What follows belongs to an exercise in optimizing a design on an open flow for small area, a short achievable clock period and few clock cycles; a production flow would make more cautious choices.
The RTL was checked by simulation tests, not by an equivalence proof against the original design.
Power is estimated from default activity; no workload was simulated.

==> trial 72: inputs <==
==> flow/design.v (excerpt) <==
module eadogm_core (
    input  wire        clk,
    input  wire        rst,
    input  wire        cmd_valid,
    output wire        cmd_ready,
    input  wire [63:0] cmd_word,
    output wire [2:0]  err,
    output wire [3:0]  cur_page,
    output wire [6:0]  cur_col,
    output wire [7:0]  ret,
    output reg         mem_en,
    output reg         mem_we,
    output reg  [9:0]  mem_addr,
    output reg  [7:0]  mem_wdata,
    input  wire [7:0]  mem_rdata
);
    localparam [7:0] MODE_SET   = 8'h73;
    localparam [7:0] MODE_CLEAR = 8'h63;
    localparam [3:0] S_IDLE  = 4'd0;
    localparam [3:0] S_SEG   = 4'd1;
    localparam [3:0] S_WALK  = 4'd2;
    localparam [3:0] S_MUL1  = 4'd3;
    localparam [3:0] S_DIV   = 4'd4;
    localparam [3:0] S_PRIME = 4'd5;
    localparam [3:0] S_TEXT  = 4'd6;
    localparam [3:0] S_LF    = 4'd7;
    localparam [3:0] S_DRAIN = 4'd8;
    localparam [3:0] S_MUL2  = 4'd9;
    localparam [3:0] S_STEPS = 4'd10;
    localparam [3:0] S_DRS   = 4'd11;
    localparam [2:0] EVICT_AT = 3'd3;
    function [12:0] rca;
        input [11:0] x;
        input [11:0] y;
        input        ci;
        integer i;
        reg c;
        begin
            c = ci;
            for (i = 0; i < 12; i = i + 1) begin
                rca[i] = x[i] ^ y[i] ^ c;
                c = (x[i] & y[i]) | (c & (x[i] ^ y[i]));
            end
            rca[12] = c;
        end
    endfunction
  ...
Settings: LEC_CHECK=0, CAP_MARGIN=20, CORE_MARGIN=2, CORE_UTILIZATION=40, PLACE_DENSITY=0.6, SLEW_MARGIN=20; clock period 12.0 ns.
run.sh (not shown) runs the stock make flow with config.mk's settings and CLKGATE_MAP_FILE= SYNTH_SCRIPT=/design/flow/synth_recipe.tcl, a recipe that flattens the netlist after the stock synthesis.
==> trial 4: changes against trial 72 <==
--- a/flow/design.v
+++ b/flow/design.v
@@ -683,23 +683,17 @@
     wire       ib_zero   = (ib_mask == 8'd0);
     wire [3:0] hit_vec   = cv & ~(retire ? head_oh : 4'd0) &
                            {ca3 == ib_addr, ca2 == ib_addr, ca1 == ib_addr, ca0 == ib_addr};
     wire       hit       = |hit_vec;
     wire       ib_take   = ib_valid && (ib_zero || hit || (count != 3'd4));
     wire       alloc     = ib_valid && !ib_zero && !hit && (count != 3'd4);
-    wire       buf_free  = !ib_valid || (count != 3'd4);
+    wire       buf_free  = !ib_valid || ib_take;
     wire       rp_ready  = |(rp_oh & cv & ~crd);
-    wire       slot_free = !dwrite && (state != S_LF);
-    wire       rd_pre    = slot_free && rp_ready && evict_ok;
-    wire       byp_pre   = slot_free && alloc && (rp == tail) && evict_ok;
-    wire       do_read   = rd_pre && !wr_need;
-    wire       byp_read  = byp_pre && !wr_need;
-    wire       alt_en    = (state == S_LF) || dwrite || rd_pre || byp_pre;
-    wire       alt_we    = (state == S_LF) || dwrite;
-    wire [9:0] alt_addr  = (state == S_LF) ? {tpage, tcol} : dwrite ? ca_head : rd_pre ? ca_rp : ib_addr;
-    wire [7:0] alt_wdata = {8{mset && (state != S_LF)}};
+    wire       slot_free = !wr_need && !dwrite && (state != S_LF);
+    wire       do_read   = slot_free && rp_ready && evict_ok;
+    wire       byp_read  = slot_free && alloc && (rp == tail) && evict_ok;
     wire [2:0] count_nx  = count + {2'd0, alloc} - {2'd0, retire};
     reg        g_emit;
     reg [9:0]  g_addr;
     reg [7:0]  g_mask;
     always @(*) begin
         g_emit = 1'b0;
@@ -735,16 +729,36 @@
             mem_en   <= 1'b0;
             mem_we   <= 1'b0;
         end else begin
             rd_p1 <= do_read | byp_read;
             rd_p2 <= rd_p1;
             count <= count_nx;
-            mem_en    <= wr_need | alt_en;
-            mem_we    <= wr_need | alt_we;
-            mem_addr  <= wr_need ? ca_head : alt_addr;
-            mem_wdata <= wr_need ? newdata : alt_wdata;
+            mem_en <= 1'b0;
+            mem_we <= 1'b0;
+            if (state == S_LF) begin
+                mem_en    <= 1'b1;
+                mem_we    <= 1'b1;
+                mem_addr  <= {tpage, tcol};
+                mem_wdata <= 8'd0;
+            end else if (wr_need) begin
+                mem_en    <= 1'b1;
+                mem_we    <= 1'b1;
+                mem_addr  <= ca_head;
+                mem_wdata <= newdata;
+            end else if (dwrite) begin
+                mem_en    <= 1'b1;
+                mem_we    <= 1'b1;
+                mem_addr  <= ca_head;
+                mem_wdata <= mset ? 8'hFF : 8'h00;
+            end else if (do_read) begin
+                mem_en    <= 1'b1;
+                mem_addr  <= ca_rp;
+            end else if (byp_read) begin
+                mem_en    <= 1'b1;
+                mem_addr  <= ib_addr;
+            end
             if (hit_vec[0] && ib_valid && !ib_zero) cm0 <= cm0 | ib_mask;
             if (hit_vec[1] && ib_valid && !ib_zero) cm1 <= cm1 | ib_mask;
             if (hit_vec[2] && ib_valid && !ib_zero) cm2 <= cm2 | ib_mask;
             if (hit_vec[3] && ib_valid && !ib_zero) cm3 <= cm3 | ib_mask;
             if (alloc) begin
                 case (tail)
==> notes <==
Trial 72 finished with timing, DRC and antenna clean. Trial 4 passed the timing, design-rule and antenna checks. Between trial 72 and trial 4, the lower clock power is in trial 4 (gap about 2%, measured against trial 4). In trial 72 the global-route usage is higher than in trial 4, by 1.4 points. Against trial 72, the design area of trial 4 is lower by 1.1%. Between trial 72 and trial 4, the lower final cell count is in trial 4 (gap 1.8%, measured against trial 4). Against trial 4, the core utilization of trial 72 is lower by 0.074 points. Against trial 72, the sequential share of layout area of trial 4 is higher by 0.30 points.
Testbench counts of trial 72, summed over its fixed seeds: cycles 251,654.
Testbench counts of trial 4, summed over its fixed seeds: cycles 250,717.

---

==> job 1371 <==
Another version of the RTL of eadogm_core (not shown whole).
make LEC_CHECK=0 CAP_MARGIN=60 CORE_MARGIN=2 CORE_UTILIZATION=40 PLACE_DENSITY=0.6 SLEW_MARGIN=60 finish   # period 12.0 ns
==> job 4907 (differences from job 1371) <==
--- a/flow/design.v
+++ b/flow/design.v
@@ -505,25 +505,21 @@
     wire [6:0] sdy  = setup_steep ? adx : ady;
     wire [6:0] sdxy = setup_steep ? dyx : dxy[6:0];    
     wire       seg_same   = (ux1 == ux2) && (uy1 == uy2);
     wire       setup_vert = (ux1 == ux2) && (uy1 != uy2);
     wire       s_skipf = is_arc & prev_ok & !setup_swap;
     wire       s_skipl = is_arc & prev_ok & setup_swap;
-    wire signed [8:0] e1n  = $signed({3'b000, adx[6:1]}) - $signed({2'b00, ady});
-    wire signed [8:0] e1s  = $signed({3'b000, ady[6:1]}) - $signed({2'b00, adx});
-    wire signed [8:0] e1np = $signed({3'b000, adx[6:1]}) + $signed({1'b0, dxy});
-    wire signed [8:0] e1sp = $signed({3'b000, ady[6:1]}) + $signed({2'b00, dyx});
-    wire       e1n_neg = e1n[8];
-    wire       e1s_neg = e1s[8];
-    wire [6:0] wyn1 = e1n_neg ? (s_yneg ? dec7(sbn) : inc7(sbn)) : sbn;
-    wire [6:0] wys1 = e1s_neg ? (s_yneg ? dec7(sbs) : inc7(sbs)) : sbs;
-    wire signed [8:0] s_e0 = setup_steep ? {3'b000, ady[6:1]} : {3'b000, adx[6:1]};
-    wire signed [8:0] s_e1 = setup_steep ? (e1s_neg ? e1sp : e1s) : (e1n_neg ? e1np : e1n);
-    wire [6:0] s_wy1  = setup_steep ? wys1 : wyn1;
-    wire [6:0] s_wx1  = setup_steep ? inc7(miny) : inc7(minx);
-    wire [6:0] s_wxe1 = setup_steep ? dec7(maxy) : dec7(maxx);
+    wire [6:0] sdx    = setup_steep ? ady : adx;
+    wire signed [8:0] s_e0 = {3'b000, sdx[6:1]};
+    wire signed [8:0] e1   = s_e0 - $signed({2'b00, sdy});
+    wire signed [8:0] e1p  = s_e0 + $signed({2'b00, sdxy});
+    wire       e1_neg = e1[8];
+    wire signed [8:0] s_e1 = e1_neg ? e1p : e1;
+    wire [6:0] s_wy1  = e1_neg ? (s_yneg ? dec7(sb1) : inc7(sb1)) : sb1;
+    wire [6:0] s_wx1  = inc7(sa1);
+    wire [6:0] s_wxe1 = dec7(sa2);
     wire seg_avail = is_arc ? p2_valid : seg_pend;
     reg  [7:0] nx;                  
     reg  [6:0] ny;
     reg        p3_valid;
     reg  [7:0] qx;                  
     reg  [6:0] qy;
@@ -606,22 +602,26 @@
     wire [14:0] prod_q = acc[14:0];
     wire        negp_q = acc[15];
     wire [7:0]  w_d8 = b4 - b3;
     wire [8:0]  w_dw = {w_d8 == 8'd0, w_d8};
     wire [8:0]  mul1_b = (cnt == 4'd2) ? (dw[6] ? {1'b0, a2} : 9'd0) : (dw[7] ? {a2, 1'b0} : 9'd0);
     wire [10:0] mul1_s = acc[16:6] + {2'd0, mul1_b};
-    reg  [9:0]  d201;
+    reg  [10:0] d201;
     always @(*) begin
-        case (acc[1:0])
-            2'd0:    d201 = 10'd0;
-            2'd1:    d201 = 10'd201;
-            2'd2:    d201 = 10'd402;
-            default: d201 = 10'd603;
+        case (acc[2:0])
+            3'd0:    d201 = 11'd0;
+            3'd1:    d201 = 11'd201;
+            3'd2:    d201 = 11'd402;
+            3'd3:    d201 = 11'd603;
+            3'd4:    d201 = 11'd804;
+            3'd5:    d201 = 11'd1005;
+            3'd6:    d201 = 11'd1206;
+            default: d201 = 11'd1407;
         endcase
     end
-    wire [9:0]  mul2_s = {2'd0, stp[11:4]} + d201;
+    wire [10:0] mul2_s = {3'd0, stp[11:4]} + d201;
     wire [9:0]  steps  = stp[9:0];
     wire [10:0] div_t  = {dr, dw[4'd8 - cnt]};
     wire [11:0] div_s  = {1'b0, div_t} - {2'b00, steps};
     wire        div_ge = !div_s[11];
     wire [12:0] drs_s  = rca({2'd0, dr}, ~{2'd0, steps}, 1'b1);
     wire [11:0] arem_a = {2'd0, arem} + {2'd0, dr};
@@ -969,16 +969,16 @@
                         cnt   <= 4'd0;
                         sp    <= 3'd1;          
                         state_n = S_MUL2;
                     end
                 end
                 S_MUL2: begin
-                    stp <= {mul2_s[9:2], mul2_s[1:0], stp[3:2]};
-                    acc <= {2'b00, acc[16:2]};
+                    stp <= {mul2_s[10:3], mul2_s[2:0], stp[3]};
+                    acc <= {3'b000, acc[16:3]};
                     cnt <= cnt + 4'd1;
-                    if (cnt == 4'd8) state_n = S_STEPS;
+                    if (cnt == 4'd5) state_n = S_STEPS;
                 end
                 S_STEPS: begin
                     if (stp[9:0] == 10'd0) stp <= 12'd1;
                     dr    <= 10'd0;
                     dq    <= 9'd0;
                     cnt   <= 4'd0;
==> comparison table <==
metric                                                     job 4907        job 1371
Run status                                           finished clean  finished clean
Met3 wire len                                              12.11 mm        14.09 mm
Area share of the largest cell type after synthesis          0.2802          0.2674
# rows                                                          115             118
Synthesis-to-finish area growth                              11.50%          11.41%
Slew at the pin closest to its max-slew limit             0.6321 ns       0.6230 ns
Filler-free cell count of the finished design                  5982            6325
Worst Hold Margin                                         0.4169 ns       0.4131 ns
Internal reg-to-reg setup slack                             6.68 ns         7.26 ns
Die Wd                                                     320.1 µm        327.6 µm
Multi-input combinational cell area                     0.02582 mm²     0.02756 mm²
Required @ worst endpoint                                  12.36 ns        12.35 ns
XOR/XNOR Fraction of Synth Area                             0.04854         0.04643
Ratio of total power to cell area                      130.1 mW/mm²    130.6 mW/mm²
Total chip power                                           5.800 mW        6.095 mW
Skew final                                               0.02626 ns      0.01920 ns
Count of filler cells inserted in the layout                   9689           10270
Initial antenna violation count                                   2               3
Die Ht                                                     320.1 µm        327.6 µm
Routed length on met2                                      62.93 mm        67.41 mm
Testbench counts of job 1371, summed over its fixed seeds: cycles 251,139.
Testbench counts of job 4907, summed over its fixed seeds: cycles 249,822.

[static timing again, ports no longer ideal]
The results above use ideal ports. As a check the final layouts listed here were re-extracted and re-timed, cells and wires unchanged.
Step 1, drivers: a clkbuf_16 drives clk and a buf_2 each remaining input, both assumed.
Step 2 adds t to the input delays and takes it off the output delays; t is the mean of the earliest and latest rising clock arrival at the registers after step 1. Input paths then give back, and output paths get back, about the clock's delay inside the block.
a / b / c = ideal / step 1 / step 2; a / b = the first two.
run	t (ns)	setup WS [ns]	latest minus earliest clock arrival (ns)	cell pins on the clock port's net
trial 72	0.695	5.779 / 5.779 / 5.548	0.043 / 0.044	1
trial 4	0.698	5.320 / 5.320 / 5.320	0.021 / 0.021	1
job 1371	0.697	7.263 / 7.263 / 6.827	0.023 / 0.023	1
job 4907	0.702	6.680 / 6.680 / 6.468	0.028 / 0.027	1
After both steps every run listed still meets setup and hold. For job 1371, which loses most, drivers alone change the setup slack by 0.000 ns; drivers and shift together by -0.436 ns.
